What follows belongs to an exercise in optimizing a design on an open flow for small area, a short achievable clock period and few clock cycles; a production flow would make more cautious choices. Only simulation tests tie the RTL to the original design; equivalence was not proved. Power and IR drop assume default switching activity.

## zinc
## sbl_scanner
module sbl_scanner #(
    parameter N_CELLS        = 36,
    parameter FLASH1_PERIOD  = 3,
    parameter FLASH2_PERIOD  = 1,
    parameter HOLD_THRESHOLD = 10,
    parameter SPI_MODE       = 0,
    parameter NB             = (N_CELLS + 7) / 8
) (
    input  wire            clk,
    input  wire            rst,
    input  wire            cmd_valid,
    output wire            cmd_ready,
    input  wire [63:0]     cmd_data,
    output wire            rsp_valid,
    input  wire            rsp_ready,
    output wire [63:0]     rsp_data,
    output wire            xfer_req,
    output wire [NB*8-1:0] xfer_out,
    input  wire            xfer_ack,
    input  wire            xfer_ok,
    input  wire [NB*8-1:0] xfer_in,
    input  wire [7:0]      xfer_reason
);
For scale: about 5,900 cells after synthesis, ~230 I/O pins, roughly 64,000 µm² of cells after synthesis.
==> flow/config.mk <==
export PLATFORM = sky130hd
export DESIGN_NAME = sbl_scanner
export DESIGN_NICKNAME = sbl_scanner
export VERILOG_FILES = /design/flow/design.v
export SDC_FILE = /design/flow/constraint.sdc
export NUM_CORES = 4
export LEC_CHECK = 0
export CAP_MARGIN = 20
export CORE_MARGIN = 2
export CORE_UTILIZATION = 40
export PLACE_DENSITY = 0.5
export SLEW_MARGIN = 20
==> flow/constraint.sdc <==
create_clock -name core_clock -period 12.0 [get_ports {clk}]
set_input_delay 2.4000 -clock core_clock [delete_from_list [all_inputs] [get_ports {clk}]]
set_output_delay 2.4000 -clock core_clock [all_outputs]
set_load 0.01 [all_outputs]
standard.sh (not shown) runs the stock make flow with config.mk's settings and CLKGATE_MAP_FILE= SYNTH_SCRIPT=/design/flow/synth_recipe.tcl, a recipe that flattens the netlist after the stock synthesis.
==> flow/flow/run.sh <==
#!/bin/bash
# Standard ORFS layout, with repair_timing asked to leave a setup margin so
# that the optimiser keeps working on timing below the 12 ns clock.
set -euo pipefail
bash standard.sh SETUP_SLACK_MARGIN=8.4 finish > standard_flow.log 2>&1
Testbench counts of zinc, summed over its fixed seeds: cycles 23,183.
Input changes introduced in harbor (baseline for comparison: zinc):
-- flow/flow/run.sh --
<<< zinc, line 4
set -euo pipefail
bash standard.sh SETUP_SLACK_MARGIN=8.4 finish > standard_flow.log 2>&1
>>> harbor, line 4
set -euo pipefail
bash standard.sh SETUP_SLACK_MARGIN=8.0 finish > standard_flow.log 2>&1
==> comparison <==
zinc ended up with xfer_in[28] as its timing startpoint of the critical path; harbor ended up with lsp[20]. Summary of harbor over zinc: worst-case register-to-register setup slack fell 0.49 ns; share of post-route cells with drive strength above 1 down 7.5 points. When harbor is set beside zinc, its detailed-route via count turns out to be 0.90% smaller.
#### Input delta (violet over harbor)
==> flow/flow/run.sh <==
#!/bin/bash
# Standard ORFS layout, with repair_timing asked to leave a setup margin so
# that the optimiser keeps working on timing below the 12 ns clock, and with
# gate sizing free to change a cell's footprint.
set -euo pipefail
bash standard.sh SETUP_SLACK_MARGIN=8.2 MATCH_CELL_FOOTPRINT=0 finish > standard_flow.log 2>&1
==> summary.txt <==
Result: PASS for each of harbor and violet. First-iteration detailed-routing DRC count: violet lower than harbor. Diff harbor -> violet | placer's final routability congestion estimate | increase of 1.6%. Measured against each other, harbor and violet differ in total power, the higher figure coming from harbor. violet — ratio of routed vias to standard cells about 1.4% lower, harbor as reference. harbor -> violet: number of max-cap violations delta 0, exact match. Compare harbor and violet | all-layer global routing usage higher: harbor. The number of sequential cells in the layout on harbor is in line with that on violet. Of violet and harbor, it is violet that has the higher share of layout cells above drive strength 1. Cell type of the slowest stage on the worst timing path: nor3_1 -> harbor, or4b_1 -> violet. Relative to harbor, the global-route wire length before repair of violet is lower by 6.2 mm.
diff inputs: violet => fjord
Settings: CORE_UTILIZATION changed from 40 to 50; PLACE_DENSITY changed from 0.5 to 0.62.
==> flow/flow/run.sh <==
#!/bin/bash
# Standard ORFS layout, with repair_timing asked to leave a setup margin so
# that the optimiser keeps working on timing below the 12 ns clock.
set -euo pipefail
bash standard.sh SETUP_SLACK_MARGIN=8.2 finish > standard_flow.log 2>&1
Comparing violet and fjord, the higher largest fanout on the critical path was measured on fjord. Between violet and fjord, the worst setup slack is lower for violet. Compared to violet, fjord has clock-buffer cell count 6.8% lower. Higher final clock period utilization by the worst path goes to violet over fjord. Changes observed in fjord relative to violet: proportion of power drawn by the clock network down 1.4 points; switching power share of the total flat.

## port drivers added, routing unchanged
The flow's constraints put no driver on any port. The routed layouts listed below were extracted and timed again, unchanged, in two steps.
Step 1, drivers: a clkbuf_16 drives clk and a buf_2 each remaining input, both assumed.
Step 2, shift: input delay + t, output delay - t, t = (earliest + latest rising clock arrival at the registers) / 2. This alone moves slack from input paths to output paths.
Three values: no drivers, after step 1, after step 2; two values: the first two.
run	shift t [ns]	slack for setup (ns)	worst setup path at the end	slew at the worst register clock pin (ns)
zinc	0.882	8.065 / 8.125 / 7.243	input to register	0.07 / 0.07
harbor	0.875	7.764 / 7.764 / 7.110	input to register	0.07 / 0.07
violet	0.883	7.930 / 7.977 / 7.094	input to register	0.07 / 0.07
fjord	0.877	7.962 / 7.962 / 7.188	input to register	0.07 / 0.07
After both steps setup and hold are still met in every run listed. The setup slack of violet, which loses most, moves by +0.047 ns with the drivers and by -0.836 ns with both steps.
